This design comes from an exercise in tuning for small area, a short achievable clock period and few clock cycles per item on the open sky130 flow, not from production work. Where RTL was checked, it was by simulation tests only, not by an equivalence proof against the original. No activity file was given, so power comes from the tool's default toggle rates.

Design msf_decoder, start of the top module:
module msf_decoder (
    input  wire        clk,
    input  wire        rst,           
    input  wire        start,         
    input  wire [7:0]  count,         
    input  wire [31:0] start_time,    
    output reg  [7:0]  mem_raddr,
    input  wire [7:0]  mem_rdata,
    output reg         done,
    output reg  [8:0]  dstat,         
    output reg  [5:0]  secs,
    output reg  [7:0]  rd_ptr,
    output reg  [59:0] a_bits,        
    output reg  [59:0] b_bits,        
    output reg  [31:0] rec_ticks,
    output reg  [7:0]  rec_year,
    output reg  [7:0]  rec_month,
    output reg  [7:0]  rec_day,
    output reg  [2:0]  rec_dow,
    output reg  [7:0]  rec_hour,
    output reg  [7:0]  rec_minute,
    output reg         rec_bst,
    output reg  [15:0] rec_dut1
);
For scale: roughly 3700 cells after synthesis, ~440 flip-flops, about 300 I/O pins.
Settings: LEC_CHECK=0, CAP_MARGIN=20, CORE_MARGIN=2, CORE_UTILIZATION=40, PLACE_DENSITY=0.6, SLEW_MARGIN=20; clock period 30.0 ns.
standard.sh (not shown) runs the stock make flow with config.mk's settings and CLKGATE_MAP_FILE= SYNTH_SCRIPT=/design/flow/synth_recipe.tcl, a recipe that flattens the netlist after the stock synthesis.
==> flow/flow/run.sh <==
#!/bin/bash
# Standard layout (standard.sh: the standard flow's own ORFS run, synthesis unchanged) with
# two settings changed:
#  - timing repair aims for setup slack SETUP_SLACK_MARGIN below the clock
#    period, so that it shortens the critical paths instead of stopping as
#    soon as the 30 ns period is met;
#  - ports are buffered with the small buf_1 (the resizer upsizes it where
#    timing needs it) instead of the default delay-cell buffer.
set -euo pipefail
bash standard.sh finish SETUP_SLACK_MARGIN=23.0 \
    "BUFFER_PORTS_ARGS=-buffer_cell sky130_fd_sc_hd__buf_1" > standard.log 2>&1
Testbench counts at the start, summed over its fixed seeds: cycles 49,125, decodes 384.
==> next run, changes <==
==> flow/run.sh (new file) <==
#!/bin/bash
# synth_recipe.tcl (not shown) runs the flow's synth.tcl, then flattens the netlist and writes it again
# the make line also repeats each setting of config.mk as NAME=value (left out here)
make -C /OpenROAD-flow-scripts/flow DESIGN_CONFIG=/design/flow/config.mk WORK_HOME=/design/flow/orfs CLKGATE_MAP_FILE= SYNTH_SCRIPT=/design/flow/synth_recipe.tcl finish
removed: flow/flow/run.sh
removed: flow/standard.sh
=> Die area does not change; area after synthesis does not change; worst setup slack gets worse by 850 ps; global-route usage drops by 0.55 points; synthesized cell count stays the same; flip-flop and latch count does not change; clock skew fell by 22 ps; total power rose by a few percent; sequential power is about the same.

* * *

run 1:
msf_decoder, a different RTL version from the one above (not shown whole).
For scale: roughly 3300 cells after synthesis, roughly 450 flip-flops, ~0.030 mm2 of cells after synthesis.
==> flow/config.mk <==
export PLATFORM = sky130hd
export DESIGN_NAME = msf_decoder
export DESIGN_NICKNAME = msf_decoder
export VERILOG_FILES = /design/flow/design.v
export SDC_FILE = /design/flow/constraint.sdc
export NUM_CORES = 4
export LEC_CHECK = 0
export CAP_MARGIN = 20
export CORE_MARGIN = 2
export CORE_UTILIZATION = 40
export PLACE_DENSITY = 0.6
export SLEW_MARGIN = 20
==> flow/constraint.sdc <==
create_clock -name core_clock -period 30.0 [get_ports {clk}]
set_input_delay 6.0000 -clock core_clock [delete_from_list [all_inputs] [get_ports {clk}]]
set_output_delay 6.0000 -clock core_clock [all_outputs]
set_load 0.01 [all_outputs]
==> flow/flow/run.sh <==
#!/bin/bash
# Standard layout (standard.sh: the standard flow's own ORFS run, synthesis unchanged) with
# some settings changed:
#  - timing repair aims for setup slack SETUP_SLACK_MARGIN below the clock
#    period, so that it shortens the critical paths instead of stopping as
#    soon as the 30 ns period is met;
#  - ports are buffered with the small buf_1 (the resizer upsizes it where
#    timing needs it) instead of the default delay-cell buffer;
#  - the clock tree uses larger sink clusters (fewer buffers);
#  - no extra margin on the slew and capacitance limits.
set -euo pipefail
bash standard.sh finish SETUP_SLACK_MARGIN=22.7 \
    "BUFFER_PORTS_ARGS=-buffer_cell sky130_fd_sc_hd__buf_1" \
    CTS_CLUSTER_SIZE=24 CTS_CLUSTER_DIAMETER=100 \
    CAP_MARGIN=0 SLEW_MARGIN=0 > standard.log 2>&1
The flow did not stop early for run 1: all stages ran, and the layout cleared the timing, DRC and antenna checks.
Testbench counts of run 1, summed over its fixed seeds: cycles 48,359, decodes 384.
> inputs changed (run 1 -> run 2)
diff --git a/flow/flow/run.sh b/flow/flow/run.sh
--- a/flow/flow/run.sh
+++ b/flow/flow/run.sh
@@ -5,3 +5,4 @@
 #    period, so that it shortens the critical paths instead of stopping as
-#    soon as the 30 ns period is met;
+#    soon as the 30 ns period is met; it works on the worst path only
+#    (TNS_END_PERCENT=0), which sets the period;
 #  - ports are buffered with the small buf_1 (the resizer upsizes it where
@@ -11,3 +12,3 @@
 set -euo pipefail
-bash standard.sh finish SETUP_SLACK_MARGIN=22.7 \
+bash standard.sh finish SETUP_SLACK_MARGIN=22.7 TNS_END_PERCENT=0 \
     "BUFFER_PORTS_ARGS=-buffer_cell sky130_fd_sc_hd__buf_1" \
--- outcome ---
- Summary of run 2 over run 1: via count shrank by 314; logic gate share of total power held steady.
- Largest net degree at the start of global routing came out exactly the same in run 1 and run 2.
- Routed wire in run 2 totals less than in run 1.
- Final instance area for run 2: 390 um2 down relative to run 1
- Compared run 2 vs run 1, and worst setup margin is down in run 2.
- Relative contribution of sequential cells to total power: run 2 vs run 1, no meaningful difference
### run 2 -> run 3
==> flow/flow/run.sh <==
#!/bin/bash
# Standard layout (standard.sh: the standard flow's own ORFS run, synthesis unchanged) with
# two settings changed:
#  - timing repair aims for setup slack SETUP_SLACK_MARGIN below the clock
#    period, so that it shortens the critical paths instead of stopping as
#    soon as the 30 ns period is met;
#  - ports are buffered with the small buf_1 (the resizer upsizes it where
#    timing needs it) instead of the default delay-cell buffer.
set -euo pipefail
bash standard.sh finish SETUP_SLACK_MARGIN=22.7 \
    "BUFFER_PORTS_ARGS=-buffer_cell sky130_fd_sc_hd__buf_1" CORE_UTILIZATION=55 PLACE_DENSITY=0.7 > standard.log 2>&1
==> comparison <==
- Run 3 was carried through to the last stage, and its layout satisfied the timing, DRC and antenna checks.
- [run 3 vs run 2] routed length on met1: lower in run 3
- Between run 2 and run 3, the flow reports clock power increasing by more than half.
- Diff run 2 -> run 3: final critical-path setup slack increased 0.16 ns, number of detailed-routing iterations run before antenna repair decreased by 1 relative to the old numbers, area overhead of the layout relative to synthesis up 3.4 points.
- Run 2 ended up with sky130_fd_sc_hd__dfxtp_1 as its cell with the largest stage delay on the worst path; run 3 ended up with sky130_fd_sc_hd__dfxtp_2.
#### Input delta (run 4 over run 3)
==> flow/flow/run.sh <==
#!/bin/bash
# Standard layout (standard.sh: the standard flow's own ORFS run, synthesis unchanged) with
# some settings changed:
#  - timing repair aims for setup slack SETUP_SLACK_MARGIN below the clock
#    period, so that it shortens the critical paths instead of stopping as
#    soon as the 30 ns period is met;
#  - ports are buffered with the small buf_1 (the resizer upsizes it where
#    timing needs it) instead of the default delay-cell buffer;
#  - the clock tree uses larger sink clusters (fewer buffers).
set -euo pipefail
bash standard.sh finish SETUP_SLACK_MARGIN=22.7 \
    "BUFFER_PORTS_ARGS=-buffer_cell sky130_fd_sc_hd__buf_1" \
    CTS_CLUSTER_SIZE=24 CTS_CLUSTER_DIAMETER=100 > standard.log 2>&1
Results
Compared with run 3, run 4 shows wire length of the first global-routing pass that has gone down by a few percent. Summary of run 4 over run 3: global-route met3 utilization went down by 2.0 points; post-CTS setup buffer count now smaller. Route | run 4 vs run 3 | wire shorter in run 4. Taking run 3 over run 4, the peak supply drop ratio works out to 0.810. [compare] base=run 3 new=run 4: total of clock buffers placed in the layout lost about 60%; well tap count picked up an extra about 40%. Compared with run 3, in run 4 number of antenna violations at the first check in global routing fell 1; logic depth of the worst register-to-register path rose 5.
Modified inputs, run 5 compared to run 4
diff --git a/flow/flow/run.sh b/flow/flow/run.sh
--- a/flow/flow/run.sh
+++ b/flow/flow/run.sh
@@ -10,3 +10,3 @@
 set -euo pipefail
-bash standard.sh finish SETUP_SLACK_MARGIN=22.7 \
+bash standard.sh finish SETUP_SLACK_MARGIN=22.8 \
     "BUFFER_PORTS_ARGS=-buffer_cell sky130_fd_sc_hd__buf_1" \
Findings:
Final setup TNS came out exactly the same in run 4 and run 5. Run 5: done, clean on timing, DRC and antenna. Run 4 and run 5 ended up with nearly the same worst hold slack. From run 4 to run 5 the numbers moved as follows: number of enable flip-flop cells after synthesis comparable; maximum fanout along the worst path now smaller; post-detailed-route wirelength per cell comparable. Run 4 reports its origin of the worst setup path as a_bits[22] while run 5 reports b_bits[52]. Diff run 4 -> run 5 | routed wire length | up slightly. Summary — clock network power share, run 5 relative to run 4: higher, by 0.5 points. Re number of remaining DRC errors: no difference whatsoever between run 4 and run 5. Per the comparison of run 5 with run 4, wire length of the first global-routing pass moved down; total power of the final layout increased by about 0.7% relative to the old numbers; count of buffers not belonging to the clock network in the layout went up 15.

* * *

Another version of the RTL of msf_decoder (not shown whole).
For scale: roughly 480 flip-flops, roughly 300 I/O pins, roughly 34000 sq um of cells after synthesis.
Settings: LEC_CHECK=0, CAP_MARGIN=20, CORE_MARGIN=2, CORE_UTILIZATION=40, PLACE_DENSITY=0.6, SLEW_MARGIN=20; clock period 30.0 ns.
run.sh (not shown) runs the stock make flow with config.mk's settings and CLKGATE_MAP_FILE= SYNTH_SCRIPT=/design/flow/synth_recipe.tcl, a recipe that flattens the netlist after the stock synthesis.
Stock flow here: none of the scripts above is used.
The first run went through all stages and came out clean.
==> next run, changes <==
==> flow/flow/run.sh (new file) <==
#!/bin/bash
# Standard layout, with the timing repair aiming below the clock period:
# repair_timing works on every path whose setup slack is under the margin.
set -euo pipefail
bash standard.sh finish SETUP_SLACK_MARGIN=22.6 > standard.log 2>&1
==> flow/standard.sh (new file) <==
#!/bin/bash
# synth_recipe.tcl (not shown) runs the flow's synth.tcl, then flattens the netlist and writes it again
# the make line also repeats each setting of config.mk as NAME=value (left out here)
make -C /OpenROAD-flow-scripts/flow DESIGN_CONFIG=/design/flow/config.mk WORK_HOME=/design/flow/orfs CLKGATE_MAP_FILE= SYNTH_SCRIPT=/design/flow/synth_recipe.tcl "${@:-finish}"
removed: flow/run.sh
Total power is about the same; utilization is about the same; global-route usage goes down by 0.10 points; via count barely changes; worst hold slack stays flat; combinational power hardly moves.
No functional check of the RTL was part of any run of this note.

static timing again, ports no longer ideal:
Ports are ideal in the flow. The routed layouts listed here were re-timed in OpenROAD. Step 1 (the two cells are an assumption about what drives the block):
set clk [get_ports {clk}]
set_driving_cell -lib_cell sky130_fd_sc_hd__clkbuf_16 $clk
set_driving_cell -lib_cell sky130_fd_sc_hd__buf_2 [delete_from_list [all_inputs] $clk]
Step 2 moves the port delays by t, midway between the first and last clock arrival at a register: inputs arrive t later, outputs are due t later. That takes back most of the time a late clock gives input paths. a / b / c = no drivers / after step 1 / after step 2; a / b = the first two.
| run | shift t [ns] | setup slack, ns | clock arrival spread, ns |
|---|---|---|---|
| the first run of note 1 | 0.673 | 22.850 / 22.788 / 22.421 | 0.044 / 0.044 |
| the second run of note 1 | 0.653 | 22.002 / 21.942 / 21.889 | 0.019 / 0.019 |
| run 1 | 0.627 | 22.729 / 22.667 / 22.293 | 0.027 / 0.027 |
| run 2 | 0.625 | 22.558 / 22.496 / 22.141 | 0.025 / 0.025 |
| run 3 | 0.654 | 22.722 / 22.659 / 22.409 | 0.030 / 0.030 |
| run 4 | 0.636 | 22.738 / 22.674 / 22.284 | 0.025 / 0.026 |
| run 5 | 0.639 | 22.817 / 22.753 / 22.368 | 0.031 / 0.031 |
| the first run of note 3 | 0.674 | 21.872 / 21.917 / 21.243 | 0.033 / 0.033 |
| the second run of note 3 | 0.680 | 22.633 / 22.565 / 22.005 | 0.021 / 0.020 |
After both steps every run listed still meets setup and hold. For the first run of note 3, which loses most, drivers alone change the setup slack by +0.045 ns; drivers and shift together by -0.629 ns.
